This is an optimization exercise on Yosys and OpenROAD, whose aim is small area, a short achievable clock period and few clock cycles per item, not a production implementation. In this exercise RTL edits were held to simulation tests only and were not proved equivalent to the original.

==> trial 24 <==
==> flow/design.v (excerpt) <==
module vit64 (
    input  wire        clk,
    input  wire        rst,
    input  wire        in_valid,
    output wire        in_ready,
    input  wire        in_flush,
    input  wire        in_hasx,
    input  wire        in_x,
    input  wire        in_y,
    output reg         out_valid,
    output reg  [7:0]  out_byte,
    output reg  [3:0]  out_nbits,
    output reg  [15:0] out_metric
);
    localparam G1 = 7'o171;
    localparam G2 = 7'o133;
    localparam NW = 34;             
    reg  buf_v, buf_fl;
    reg  busy;
    wire take = buf_v & ~busy;
    reg  rdy;
    assign in_ready = rdy;
    wire acc  = in_valid & in_ready;
    wire step = take & ~buf_fl;
    wire fgo  = take & buf_fl;
    reg [1:0] bq_c  [0:3];
    reg [1:0] bq_cc [0:3];
    reg [4:0] bq_oh [0:3];
    reg ka, kb;
    integer k;
    always @(posedge clk) begin
        if (rst) buf_v <= 1'b0;
        else     buf_v <= acc | (buf_v & busy);
        if (acc) begin
            buf_fl <= in_flush;
            for (k = 0; k < 4; k = k + 1) begin
                ka = k[1] ^ in_x;
                kb = k[0] ^ in_y;
                bq_c[k]  <= {in_hasx & ka & kb, in_hasx ? ka ^ kb : kb};
                bq_cc[k] <= {in_hasx & ~ka & ~kb, in_hasx ? ka ^ kb : ~kb};
                bq_oh[k] <= {in_hasx & ka & kb, ~in_hasx & kb, in_hasx & (ka ^ kb),
                             ~in_hasx & ~kb, in_hasx & ~ka & ~kb};
            end
        end
    end
    reg [4:0]    pm [0:63];
    reg [NW-1:0] re [0:63];
    reg [5:0]    vcount;
    reg [15:0]   E;
    reg          ph;
    reg  [5:0] need;                
    reg  [5:0] frem;                
    reg  [5:0] rsum;                
    reg  [5:0] bstar;               
    reg        rl1, rl2, rl3;       
    reg  [5:0] cur;                 
    reg        rot_now;             
    reg        rdq1, rdq2, rdq3;    
    reg  [3:0] rdn1, rdn2, rdn3;
    reg        rot_p;
    wire       fplan = busy & (need != 6'd0);
    wire       issue = busy & (need[5:1] == 5'd0);
    wire       flast = (frem[5:3] == 3'd0) | (frem == 6'd8);
    wire [5:0] need_last = (frem_nx[2:1] == 2'b11 || frem_nx == 6'd8) ? 6'd26 - rsum_nx : 6'd0;
    wire [5:0] frem_nx = frem - 6'd8;
    wire [5:0] rsum_nx = rsum + {5'd0, fplan};
    function parity7(input [6:0] v);
        parity7 = ^v;
    endfunction
  ...
export LEC_CHECK = 0
export CAP_MARGIN = 20
export CORE_MARGIN = 2
export CORE_UTILIZATION = 45
export CTS_CLUSTER_DIAMETER = 80
export CTS_CLUSTER_SIZE = 24
export PLACE_DENSITY = 0.55
export SLEW_MARGIN = 20
create_clock -name core_clock -period 17.0 [get_ports {clk}]
standard.sh (not shown) runs the stock make flow with config.mk's settings and CLKGATE_MAP_FILE= SYNTH_SCRIPT=/design/flow/synth_recipe.tcl, a recipe that flattens the netlist after the stock synthesis.
==> flow/flow/run.sh <==
#!/bin/bash
set -euo pipefail
export BUFFER_PORTS_ARGS="-buffer_cell sky130_fd_sc_hd__buf_4"
export FASTROUTE_TCL="$(pwd)/flow/fastroute.tcl"
bash standard.sh > standard_flow.log 2>&1
==> flow/flow/fastroute.tcl <==
# Global routing setup: as the platform's, but met1 is derated more so that
# global routing leaves room on met1 for pin access and pushes long wires to
# the upper layers, which the detailed router then finishes sooner.
set_global_routing_layer_adjustment met1 0.5
set_global_routing_layer_adjustment met2 0.3
set_global_routing_layer_adjustment met3-$::env(MAX_ROUTING_LAYER) 0.2

set_routing_layers -clock $::env(MIN_CLK_ROUTING_LAYER)-$::env(MAX_ROUTING_LAYER)
set_routing_layers -signal $::env(MIN_ROUTING_LAYER)-$::env(MAX_ROUTING_LAYER)
==> trial 40 (differences from trial 24) <==
Settings changed: SLEW_MARGIN 20 to 55.
==> run notes <==
metric                                              trial 24        trial 40
Fillers                                               26,100          25,700
Aggregate global-route resource usage                  0.575           0.577
Antenna violations before repair                          78              93
Final design instance area without fill           0.139 mm^2      0.142 mm^2
CP arrival                                           5700 ps         5580 ps
Met2 wirelength from detailed routing                 273 mm          276 mm
Plain + repair buffers                                   387             452
Diodes inserted                                          103             111
Maximum achievable frequency                         199 MHz         209 MHz
Maximum fanout along the worst path                       13              12
Final-layout clock-cell area share                    0.0397          0.0391
Wire length of the first global-routing pass          985 mm          988 mm
Run status                                    finished clean  finished clean
Testbench counts of trial 24, summed over its fixed seeds: cycles 13,056, bits 12,800.
Testbench counts of trial 40, summed over its fixed seeds: cycles 13,056, bits 12,800.

## separate check: timing with driven ports
Ports are ideal in the flow. The routed layouts listed here were re-timed in OpenROAD. Step 1 sets driving cells, clkbuf_16 on the clock port and buf_2 on the other inputs (assumed; they add their load-dependent delay and slew). Step 2 also shifts input and output timing later by t, the mid clock arrival at the registers, as if the neighbouring blocks saw the same clock. Three values: ideal, step 1, step 2; two values: the first two.
run | shift t [ns] | setup slack, ns | worst hold slack (ns) | clock arrival spread, ns | slew at the worst register clock pin (ns)
trial 24 | 1.019 | 11.975 / 11.975 / 11.975 | 0.251 / 0.251 / 0.251 | 0.144 / 0.143 | 0.11 / 0.11
trial 40 | 1.019 | 12.213 / 12.123 / 12.213 | 0.264 / 0.264 / 0.264 | 0.159 / 0.158 | 0.10 / 0.10
After both steps setup and hold are still met in every run listed.
